This is an optimization exercise on Yosys and OpenROAD, whose aim is small area, a short achievable clock period and few clock cycles, not a production implementation.
The RTL was checked by simulation tests, not by an equivalence proof against the original design.
Power and IR drop assume default switching activity.

Design rlwe_sampler, start of the top module:
module rlwe_sampler (
    input  wire        clk,
    input  wire        rst_n,
    input  wire [1:0]  cfg_mode,
    input  wire [31:0] cfg_q,
    input  wire [4:0]  cfg_frac,
    input  wire [31:0] cfg_mu,
    input  wire [31:0] cfg_sigma,
    input  wire [6:0]  cfg_cdt_len,
    input  wire [31:0] cfg_cdt_offset,
    input  wire        cdt_we,
    input  wire [5:0]  cdt_addr,
    input  wire [31:0] cdt_wdata,
    input  wire        ent_valid,
    output wire        ent_ready,
    input  wire [31:0] ent_data,
    output reg         out_valid,
    output reg         out_reject,
    output reg  [31:0] out_data
);
    localparam M_GSMP = 2'd0;
    localparam M_GCDT = 2'd1;
    localparam M_UNIF = 2'd2;
    function automatic ge32(input [31:0] a, input [31:0] b);
        reg [31:0] g, p;
        integer i, s;
        begin
            g = a & ~b;
            p = a | ~b;
            for (s = 1; s < 32; s = s * 2)
                for (i = 0; i < 32; i = i + 2 * s) begin
                    g[i+2*s-1] = g[i+2*s-1] | (p[i+2*s-1] & g[i+s-1]);
                    p[i+2*s-1] = p[i+2*s-1] & p[i+s-1];
                end
            ge32 = g[31] | p[31];
        end
  ...
Size in the first run: ~2600 flip-flops.
==> flow/config.mk <==
export PLATFORM = sky130hd
export DESIGN_NAME = rlwe_sampler
export DESIGN_NICKNAME = rlwe_sampler
export VERILOG_FILES = /design/flow/design.v
export SDC_FILE = /design/flow/constraint.sdc
export NUM_CORES = 4
export LEC_CHECK = 0
export ABC_CLOCK_PERIOD_IN_PS = 5000
export CAP_MARGIN = 20
export CORE_MARGIN = 2
export CORE_UTILIZATION = 60
export CTS_BUF_LIST = sky130_fd_sc_hd__clkbuf_16
export CTS_CLUSTER_DIAMETER = 60
export CTS_CLUSTER_SIZE = 30
export SLEW_MARGIN = 20
==> flow/constraint.sdc <==
create_clock -name core_clock -period 25.0 [get_ports {clk}]
set_input_delay 5.0000 -clock core_clock [delete_from_list [all_inputs] [get_ports {clk}]]
set_output_delay 5.0000 -clock core_clock [all_outputs]
set_load 0.01 [all_outputs]
standard.sh (not shown) runs the stock make flow with config.mk's settings and CLKGATE_MAP_FILE= SYNTH_SCRIPT=/design/flow/synth_recipe.tcl, a recipe that flattens the netlist after the stock synthesis.
==> flow/flow/run.sh <==
#!/bin/bash
# The standard ORFS flow (the standard.sh: its synthesis, floorplan,
# placement, CTS and routing unchanged), with repair_timing asked for a
# larger setup margin so that it sizes and buffers the critical paths for
# a shorter achieved period.  The clock and constraints are the design's.
set -uo pipefail
bash standard.sh SETUP_SLACK_MARGIN=19 finish > standard.log 2>&1
Testbench counts at the start, summed over its fixed seeds: cycles 8,812.
Change:
--- a/flow/flow/run.sh
+++ b/flow/flow/run.sh
@@ -5,3 +5,3 @@
 # a shorter achieved period.  The clock and constraints are the design's.
 set -uo pipefail
-bash standard.sh SETUP_SLACK_MARGIN=19 finish > standard.log 2>&1
+bash standard.sh SETUP_SLACK_MARGIN=20 finish > standard.log 2>&1
- CORE_UTILIZATION: 60 -> 55
=>
- The changed run completed with no timing, DRC or antenna violations
- sequential power hardly moves
- wire length rises slightly
- worst setup slack improves by 0.043 ns
- hold slack gets worse by 0.0046 ns
- global-route usage drops by 3.4 points
- utilization is lower by 2.1 points
- total power grows slightly
- critical path depth is unchanged
- non-clock buffer count increases by 271
- die area came out higher by roughly a tenth
- count of clock-buffer cells in the layout shrinks by 6
Change:
--- a/flow/flow/run.sh
+++ b/flow/flow/run.sh
@@ -5,3 +5,3 @@
 # a shorter achieved period.  The clock and constraints are the design's.
 set -uo pipefail
-bash standard.sh SETUP_SLACK_MARGIN=20 finish > standard.log 2>&1
+bash standard.sh SETUP_SLACK_MARGIN=19 finish > standard.log 2>&1
- CTS_BUF_LIST: sky130_fd_sc_hd__clkbuf_16 -> sky130_fd_sc_hd__clkbuf_8 sky130_fd_sc_hd__clkbuf_16
- CTS_CLUSTER_DIAMETER: 60 -> 50
- CTS_CLUSTER_SIZE: 30 -> 20
After rerunning: Sequential power is about the same; setup slack loses 0.023 ns; non-clock buffer count shrinks by 276; wire length hardly moves; combinational power shrinks by 12%; cell count shrinks by 1.2%; cell area shrinks by 3.5%; global-route usage is about the same; worst hold slack loses 0.019 ns; synthesized cell count is unchanged.

what the ideal ports hide:
The flow's constraints put no driver on any port. The routed layouts listed below were extracted and timed again, unchanged, in two steps.
Step 1 (the two cells are an assumption about what drives the block):
set clk [get_ports {clk}]
set_driving_cell -lib_cell sky130_fd_sc_hd__clkbuf_16 $clk
set_driving_cell -lib_cell sky130_fd_sc_hd__buf_2 [delete_from_list [all_inputs] $clk]
Step 2 moves the port delays by t, midway between the first and last clock arrival at a register: inputs arrive t later, outputs are due t later. That takes back most of the time a late clock gives input paths.
Three values: ideal ports, drivers, drivers and shift; two values: the first two.
| run | t, ns | setup slack, ns | worst setup path after step 2 |
|---|---|---|---|
| the first run | 0.956 | 18.567 / 18.456 / 17.912 | input to register |
| the second run | 0.931 | 18.610 / 18.514 / 17.957 | input to register |
| the third run | 0.952 | 18.587 / 18.490 / 17.771 | input to register |
After both steps setup and hold are still met in every run listed. For the third run, which loses most, drivers alone change the setup slack by -0.097 ns; drivers and shift together by -0.816 ns.
